From an optimization exercise on the open Yosys and OpenROAD flow, aimed at small area, a short achievable clock period and few clock cycles; shortcuts taken in it are not production practice.
At most, simulation tests tie the RTL to the original design; equivalence was not proved.
Power is estimated from default activity; no workload was simulated.

==> flow/design.v <==
module lmp_edge_pairer (
    input             clk,
    input             rst,
    input             ev_v,        
    input      [1:0]  ev_k,
    input      [31:0] ev_t,        
    output reg        p_v,         
    output reg [31:0] p_w,         
    output reg        p_first,     
    output reg        p_rb0,       
    output reg        p_close,     
    output reg        p_asym,      
    output reg        p_empty,     
    output            p0_now       
);
    reg signed [3:0] diff;         
    reg        seen;
    reg        got0;
    reg [2:0]  rbc;
    reg [31:0] e0, e1, e2, e3;
    wire is_close = ev_k[1];
    wire is_fall  = ev_k[0];
    wire edge_v   = ev_v & ~is_close;
    wire close_v  = ev_v & is_close;
    wire ahead_r  = ~diff[3] & (diff != 4'sd0);
    wire ahead_f  = diff[3];
    wire match    = edge_v & (is_fall ? ahead_r : ahead_f);
    wire push     = edge_v & ~match;
    wire [2:0] cnt = diff[3] ? 3'd0 - diff[2:0] : diff[2:0];
    wire [31:0] sum;
    lmp_add #(.W(32)) u_add (.a(e0), .b(ev_t), .cin(1'b0), .s(sum));
    assign p0_now = match & ~got0;
    always @(posedge clk) begin
        if (match | (push & (cnt == 3'd0))) e0 <= match ? e1 : ev_t;
        if (match | (push & (cnt == 3'd1))) e1 <= match ? e2 : ev_t;
        if (match | (push & (cnt == 3'd2))) e2 <= match ? e3 : ev_t;
        if (push & (cnt == 3'd3))           e3 <= ev_t;
        p_w     <= ~sum;
        p_first <= ~got0;
        p_rb0   <= (rbc == 3'd0);
        p_asym  <= (diff != 4'sd0);
        p_empty <= ~seen;
    end
    always @(posedge clk) begin
        if (rst) begin
            p_v     <= 1'b0;
            p_close <= 1'b0;
            diff    <= 4'sd0;
            seen    <= 1'b0;
            got0    <= 1'b0;
            rbc     <= 3'd0;
        end else begin
            p_v     <= match;
            p_close <= close_v;
            if (close_v) begin
                diff <= 4'sd0;
                seen <= 1'b0;
                got0 <= 1'b0;
                rbc  <= 3'd0;
            end else if (edge_v) begin
                seen <= 1'b1;
                diff <= is_fall ? diff - 4'sd1 : diff + 4'sd1;
                if (match) begin
                    if (got0) rbc <= rbc + 3'd1;
                    got0 <= 1'b1;
                end
            end
        end
    end
endmodule
module lmp_add #(
    parameter W = 32
) (
    input  [W-1:0] a,
    input  [W-1:0] b,
    input          cin,
    output [W-1:0] s
);
    localparam LG = $clog2(W);
    wire [W-1:0] p0 = a ^ b;
    wire [W-1:0] g0 = a & b;
    reg [W-1:0] gc, pc, gn, pn;
    integer l, i, j;
    always @(*) begin
        gc = {g0[W-1:1], g0[0] | (p0[0] & cin)};
        pc = p0;
        for (l = 0; l < LG; l = l + 1) begin
            gn = gc;
            pn = pc;
            for (i = 0; i < W; i = i + 1) begin
                if (((i >> l) & 1) == 1) begin
                    j = ((i >> l) << l) - 1;
                    gn[i] = gc[i] | (pc[i] & gc[j]);
                    pn[i] = pc[i] & pc[j];
                end
            end
            gc = gn;
            pc = pn;
        end
    end
    assign s = p0 ^ {gc[W-2:0], cin};
endmodule
module lmp_classify (
    input  [32:0] d,
    input  [31:0] f0,
    input         rb_zero,
    output        is_bit,
    output        bit_val,
    output        bad
);
    wire neg = d[32];
    wire in_sel;
    lmp_window #(.W(36), .L(6), .LIM(40)) u_sel (
        .a  ({{2{d[32]}}, d, 1'b0}),
        .b  ({4'b0000, f0} ^ {36{~neg}}),
        .cin(~neg),
        .in (in_sel));
    wire in_idle = ((d[32:5] == 28'd0) & (d[4:0] <= 5'd20)) |
                   ((&d[32:5]) & (d[4:0] >= 5'd12));
    wire fsmall = (f0[31:6] == 26'd0) & (f0[5:0] <= 6'd40);
    wire dsmall = (d[32:6] == 27'd0) | (&d[32:6]);
    wire signed [8:0] d2 = {d[6], d[6:0], 1'b0};
    wire signed [8:0] fs = {3'b000, f0[5:0]};
    wire signed [8:0] t  = d2 + (fs ^ {9{neg}}) + {8'd0, neg};
    wire other = fsmall & dsmall & (t >= -9'sd40) & (t <= 9'sd40);
    wire in_high = neg ? other : in_sel;
    wire in_low  = neg ? in_sel : other;
    assign is_bit  = in_high | in_low;
    assign bit_val = in_high;
    assign bad     = ~in_high & ~in_low & ~(rb_zero & in_idle);
endmodule
module lmp_window #(
    parameter W = 36,
    parameter L = 6,
    parameter LIM = 40
) (
    input  [W-1:0] a,
    input  [W-1:0] b,
    input          cin,
    output         in
);
    wire [L:0]   lo = {1'b0, a[L-1:0]} + {1'b0, b[L-1:0]} + {{L{1'b0}}, cin};
    wire         c  = lo[L];
    wire [W-1:0] x = a ^ b;
    wire [W-1:0] o = a | b;
    wire [W-1:0] n = a & b;
    wire zr = &(x[W-1:L+1] ~^ o[W-2:L]);
    wire on = &(x[W-1:L+1] ^ n[W-2:L]);
    wire hi_zero = zr & (x[L] == c);
    wire hi_ones = on & (x[L] != c);
    assign in = (hi_zero & (lo[L-1:0] <= LIM)) |
                (hi_ones & (lo[L-1:0] >= (1 << L) - LIM));
endmodule
module lmp_freq_div (
    input             clk,
    input             rst,
    input             start,
    input      [31:0] f0_in,    
    input      [31:0] f0,       
    output            busy,
    output            near,     
    output            done,     
    output     [63:0] freq
);
    reg         run;
    reg  [32:0] rem;            
    reg  [52:0] quo;
    reg  [10:0] ce;             
    reg         bq;             
    assign busy = run;
    assign near = run & (quo[51] | quo[50] | quo[49]);
    assign done = near | (start & (f0_in == 32'd0));
    assign freq = {1'b0, ce, quo[51:0]};
    wire        neg = rem[32];
    wire [32:0] nr;
    lmp_add #(.W(33)) u_add (
        .a  ({rem[31:0], bq}),
        .b  ({1'b0, f0} ^ {33{~neg}}),
        .cin(~neg),
        .s  (nr));
    wire        q   = ~nr[32];
    wire b500 = (ce == 11'd1085) | (ce == 11'd1084) | (ce == 11'd1083) |
                (ce == 11'd1082) | (ce == 11'd1081) | (ce == 11'd1079);
    reg fb;
    reg found;
    integer k;
    always @(*) begin
        fb = 1'b0;
        found = 1'b0;
        for (k = 51; k >= 0; k = k - 1) begin
            if (!found && quo[k]) begin
                found = 1'b1;
                if (k >= 20 && k <= 50) fb = f0[51 - k];
            end
        end
    end
    wire big = |f0_in[31:7] | (f0_in[6:0] > 7'd125);
    always @(posedge clk) begin
        rem <= start ? (big ? 33'd125 : 33'd0) : nr;
        bq  <= start ? ~big : (b500 | fb);
    end
    always @(posedge clk) begin
        if (rst) begin
            run <= 1'b0;
        end else if (start) begin
            quo <= 53'd0;
            if (f0_in == 32'd0) begin
                run <= 1'b0;
                ce  <= 11'h7FF;
            end else begin
                run <= 1'b1;
                ce  <= big ? 11'd1077 : 11'd1084;
            end
        end else if (run) begin
            quo <= {quo[51:0], q};
            ce  <= ce - 11'd1;
            if (quo[51]) run <= 1'b0;
        end
    end
endmodule
module lmp_decoder (
    input             clk,
    input             rst,         
    input             ev_valid,
    output            ev_ready,
    input      [1:0]  ev_kind,     
    input      [31:0] ev_time,
    output reg        res_valid,
    output reg [3:0]  res_err,     
    output     [32:0] res_period,
    output     [63:0] res_freq,
    output     [15:0] res_nbits,
    output     [3:0]  res_nbytes,
    output     [63:0] res_bytes
);
    localparam E_OK = 4'd0, E_ASYM = 4'd7, E_EMPTY = 4'd8, E_FRAMING = 4'd9;
    reg hold;
    assign ev_ready = ~hold;
    reg        s1_v;
    reg [1:0]  s1_k;
    reg [31:0] s1_t;
    wire take = ev_valid & ~hold;
    always @(posedge clk) begin
        s1_v <= take & ~rst;
        s1_k <= ev_kind;
        s1_t <= ev_kind[0] ? ~ev_time : ev_time;    
    end
    wire        p_v, p_first, p_rb0, p_close, p_asym, p_empty, p0_now;
    wire [31:0] p_w;
    lmp_edge_pairer u_pair (
        .clk    (clk),
        .rst    (rst),
        .ev_v   (s1_v),
        .ev_k   (s1_k),
        .ev_t   (s1_t),
        .p_v    (p_v),
        .p_w    (p_w),
        .p_first(p_first),
        .p_rb0  (p_rb0),
        .p_close(p_close),
        .p_asym (p_asym),
        .p_empty(p_empty),
        .p0_now (p0_now)
    );
    reg  [31:0] f0;
    reg  [32:0] d_d;
    reg         d_first, d_pulse, d_rb0;
    wire [32:0] dsum;
    lmp_add #(.W(33)) u_dsub (
        .a  ({1'b0, p_w}),
        .b  (~{1'b0, f0}),
        .cin(1'b1),
        .s  (dsum));
    always @(posedge clk) begin
        d_d   <= dsum;
        d_rb0 <= p_rb0;
    end
    wire        is_bit, bit_val, bad;
    lmp_classify u_cls (
        .d      (d_d),
        .f0     (f0),
        .rb_zero(d_rb0),
        .is_bit (is_bit),
        .bit_val(bit_val),
        .bad    (bad)
    );
    wire        div_start = p_v & p_first;
    wire        div_busy, div_near, div_done;
    lmp_freq_div u_div (
        .clk   (clk),
        .rst   (rst),
        .start (div_start),
        .f0_in (p_w),
        .f0    (f0),
        .busy  (div_busy),
        .near  (div_near),
        .done  (div_done),
        .freq  (res_freq)
    );
    reg c_first, c_pulse, c_bit, c_val, c_bad, c_close, c_asym, c_empty;
    always @(posedge clk) begin
        c_bit   <= is_bit;
        c_val   <= bit_val;
        c_bad   <= bad;
        c_asym  <= p_asym;
        c_empty <= p_empty;
    end
    always @(posedge clk) begin
        if (rst) begin
            d_first <= 1'b0;
            d_pulse <= 1'b0;
            c_first <= 1'b0;
            c_pulse <= 1'b0;
            c_close <= 1'b0;
        end else begin
            d_first <= div_start;
            d_pulse <= p_v & ~p_first;
            c_first <= d_first;
            c_pulse <= d_pulse;
            c_close <= p_close;
        end
    end
    always @(posedge clk) begin
        if (div_start) f0 <= p_w;
    end
    reg [15:0] nbits;
    reg [63:0] bytes;
    reg        framing_err;
    wire wr_bit = c_pulse & c_bit;
    reg [3:0]  nbytes;      
    wire       lt64 = (nbits[15:6] == 10'd0);
    always @(posedge clk) begin
        if (c_first) begin
            nbits       <= 16'd0;
            nbytes      <= 4'd0;
            framing_err <= 1'b0;
        end else if (c_pulse) begin
            if (c_bad) framing_err <= 1'b1;
            if (c_bit) begin
                nbits <= nbits + 16'd1;
                if (lt64 & (nbits[2:0] == 3'd0)) nbytes <= nbytes + 4'd1;
            end
        end
    end
    genvar j;
    generate
        for (j = 0; j < 64; j = j + 1) begin : g_bits
            always @(posedge clk)
                if (c_first | (wr_bit & lt64 & (nbits[5:0] == j)))
                    bytes[j] <= c_val & ~c_first;
        end
    endgenerate
    assign res_period = {f0, 1'b0};
    assign res_nbits  = nbits;
    assign res_bytes  = bytes;
    assign res_nbytes = nbytes;
    reg  pend;           
    reg  dpend;          
    wire close_take = take & ev_kind[1];
    wire emit = (c_close | pend) & ~div_busy;
    always @(posedge clk) begin
        if (c_close)
            res_err <= c_asym ? E_ASYM : c_empty ? E_EMPTY :
                       (~c_first & (framing_err | (c_pulse & c_bad))) ? E_FRAMING : E_OK;
    end
    always @(posedge clk) begin
        if (rst) begin
            res_valid <= 1'b0;
            pend      <= 1'b0;
            dpend     <= 1'b0;
            hold      <= 1'b0;
        end else begin
            res_valid <= emit;
            pend      <= (c_close | pend) & ~emit;
            if (p0_now)       dpend <= 1'b1;
            else if (div_done) dpend <= 1'b0;
            hold <= hold ? ~(div_near | ~dpend) : (close_take & (dpend | p0_now));
        end
    end
endmodule
==> flow/config.mk <==
export PLATFORM = sky130hd
export DESIGN_NAME = lmp_decoder
export DESIGN_NICKNAME = lmp_decoder
export VERILOG_FILES = /design/flow/design.v
export SDC_FILE = /design/flow/constraint.sdc
export NUM_CORES = 4
export LEC_CHECK = 0
export CAP_MARGIN = 20
export CORE_MARGIN = 2
export CORE_UTILIZATION = 40
export PLACE_DENSITY = 0.6
export SETUP_SLACK_MARGIN = 5
export SLEW_MARGIN = 20
==> flow/constraint.sdc <==
create_clock -name core_clock -period 8.0 [get_ports {clk}]
set_input_delay 1.6000 -clock core_clock [delete_from_list [all_inputs] [get_ports {clk}]]
set_output_delay 1.6000 -clock core_clock [all_outputs]
set_load 0.01 [all_outputs]
standard.sh (not shown) runs the stock make flow with config.mk's settings and CLKGATE_MAP_FILE= SYNTH_SCRIPT=/design/flow/synth_recipe.tcl, a recipe that flattens the netlist after the stock synthesis.
==> flow/flow/run.sh <==
#!/bin/bash
# Standard layout, with plain buf_1 cells as the port buffers instead of the
# delay buffers buffer_ports picks by default, and clock tree synthesis
# without dummy loads.
set -euo pipefail
export BUFFER_PORTS_ARGS="-buffer_cell sky130_fd_sc_hd__buf_1"
export CTS_ARGS="-sink_clustering_enable -repair_clock_nets -sink_clustering_size 16 -sink_clustering_max_diameter 80 -buf_list sky130_fd_sc_hd__clkbuf_8 -root_buf sky130_fd_sc_hd__clkbuf_16 -dont_use_dummy_load"
bash standard.sh > standard.log 2>&1
Testbench counts at the start, summed over its fixed seeds: cycles 30,458.
Change:
--- a/flow/design.v
+++ b/flow/design.v
@@ -12,11 +12,10 @@
     output reg        p_asym,      
     output reg        p_empty,     
     output            p0_now       
 );
     reg signed [3:0] diff;         
-    reg        seen;
     reg        got0;
     reg [2:0]  rbc;
     reg [31:0] e0, e1, e2, e3;
     wire is_close = ev_k[1];
     wire is_fall  = ev_k[0];
@@ -37,30 +36,27 @@
         if (push & (cnt == 3'd3))           e3 <= ev_t;
         p_w     <= ~sum;
         p_first <= ~got0;
         p_rb0   <= (rbc == 3'd0);
         p_asym  <= (diff != 4'sd0);
-        p_empty <= ~seen;
+        p_empty <= ~got0;      
     end
     always @(posedge clk) begin
         if (rst) begin
             p_v     <= 1'b0;
             p_close <= 1'b0;
             diff    <= 4'sd0;
-            seen    <= 1'b0;
             got0    <= 1'b0;
             rbc     <= 3'd0;
         end else begin
             p_v     <= match;
             p_close <= close_v;
             if (close_v) begin
                 diff <= 4'sd0;
-                seen <= 1'b0;
                 got0 <= 1'b0;
                 rbc  <= 3'd0;
             end else if (edge_v) begin
-                seen <= 1'b1;
                 diff <= is_fall ? diff - 4'sd1 : diff + 4'sd1;
                 if (match) begin
                     if (got0) rbc <= rbc + 3'd1;
                     got0 <= 1'b1;
                 end
@@ -262,11 +258,11 @@
         .p_empty(p_empty),
         .p0_now (p0_now)
     );
     reg  [31:0] f0;
     reg  [32:0] d_d;
-    reg         d_first, d_pulse, d_rb0;
+    reg         d_pulse, d_rb0;
     wire [32:0] dsum;
     lmp_add #(.W(33)) u_dsub (
         .a  ({1'b0, p_w}),
         .b  (~{1'b0, f0}),
         .cin(1'b1),
@@ -295,29 +291,25 @@
         .busy  (div_busy),
         .near  (div_near),
         .done  (div_done),
         .freq  (res_freq)
     );
-    reg c_first, c_pulse, c_bit, c_val, c_bad, c_close, c_asym, c_empty;
+    reg c_pulse, c_bit, c_val, c_bad, c_close, c_asym, c_empty;
     always @(posedge clk) begin
         c_bit   <= is_bit;
         c_val   <= bit_val;
         c_bad   <= bad;
         c_asym  <= p_asym;
         c_empty <= p_empty;
     end
     always @(posedge clk) begin
         if (rst) begin
-            d_first <= 1'b0;
             d_pulse <= 1'b0;
-            c_first <= 1'b0;
             c_pulse <= 1'b0;
             c_close <= 1'b0;
         end else begin
-            d_first <= div_start;
             d_pulse <= p_v & ~p_first;
-            c_first <= d_first;
             c_pulse <= d_pulse;
             c_close <= p_close;
         end
     end
     always @(posedge clk) begin
@@ -328,11 +320,11 @@
     reg        framing_err;
     wire wr_bit = c_pulse & c_bit;
     reg [3:0]  nbytes;      
     wire       lt64 = (nbits[15:6] == 10'd0);
     always @(posedge clk) begin
-        if (c_first) begin
+        if (div_start) begin
             nbits       <= 16'd0;
             nbytes      <= 4'd0;
             framing_err <= 1'b0;
         end else if (c_pulse) begin
             if (c_bad) framing_err <= 1'b1;
@@ -344,12 +336,12 @@
     end
     genvar j;
     generate
         for (j = 0; j < 64; j = j + 1) begin : g_bits
             always @(posedge clk)
-                if (c_first | (wr_bit & lt64 & (nbits[5:0] == j)))
-                    bytes[j] <= c_val & ~c_first;
+                if (div_start | (wr_bit & lt64 & (nbits[5:0] == j)))
+                    bytes[j] <= c_val & ~div_start;
         end
     endgenerate
     assign res_period = {f0, 1'b0};
     assign res_nbits  = nbits;
     assign res_bytes  = bytes;
@@ -359,11 +351,11 @@
     wire close_take = take & ev_kind[1];
     wire emit = (c_close | pend) & ~div_busy;
     always @(posedge clk) begin
         if (c_close)
             res_err <= c_asym ? E_ASYM : c_empty ? E_EMPTY :
-                       (~c_first & (framing_err | (c_pulse & c_bad))) ? E_FRAMING : E_OK;
+                       (framing_err | (c_pulse & c_bad)) ? E_FRAMING : E_OK;
     end
     always @(posedge clk) begin
         if (rst) begin
             res_valid <= 1'b0;
             pend      <= 1'b0;
@@ -372,9 +364,9 @@
         end else begin
             res_valid <= emit;
             pend      <= (c_close | pend) & ~emit;
             if (p0_now)       dpend <= 1'b1;
             else if (div_done) dpend <= 1'b0;
-            hold <= hold ? ~(div_near | ~dpend) : (close_take & (dpend | p0_now));
+            hold <= hold ? ~(div_near | ~dpend) : (close_take & (dpend | p0_now) & ~div_near);
         end
     end
 endmodule
What happened: The new run produced a clean layout. Power came out higher by a few percent. Global-route usage drops by 0.11 points. Worst setup slack is worse by 0.26 ns. First-iteration DRC count came out lower by about a fifth. Hold slack gets worse by 0.0061 ns. Design area is about the same. Non-clock buffer count is lower by 10. Synthesized cell count grows slightly. Die area barely changes. Sequential power came out lower by a few percent. Core utilization barely changes. Critical path depth rises by 7. Count of clock-buffer cells in the layout stays the same. Synthesized area hardly moves.
The RTL of the second run of this note was laid out without a check of its function.

==> separate check: timing with driven ports <==
The flow's constraints put no driver on any port. The routed layouts listed below were extracted and timed again, unchanged, in two steps. Step 1 assumes that a clkbuf_16 drives the clock port and a buf_2 every other input. Step 2 also shifts input and output timing later by t, the mid clock arrival at the registers, as if the neighbouring blocks saw the same clock. Three values: ideal ports, drivers, drivers and shift; two values: the first two.
run | t, ns | setup slack, ns | slew at the worst register clock pin (ns) | pins driven straight from the clock port
the first run | 0.574 | 4.981 / 4.925 / 4.690 | 0.11 / 0.11 | 1
the second run | 0.578 | 4.722 / 4.722 / 4.722 | 0.10 / 0.10 | 1
After both steps every run listed still meets setup and hold. For the first run, which loses most, drivers alone change the setup slack by -0.056 ns; drivers and shift together by -0.291 ns.
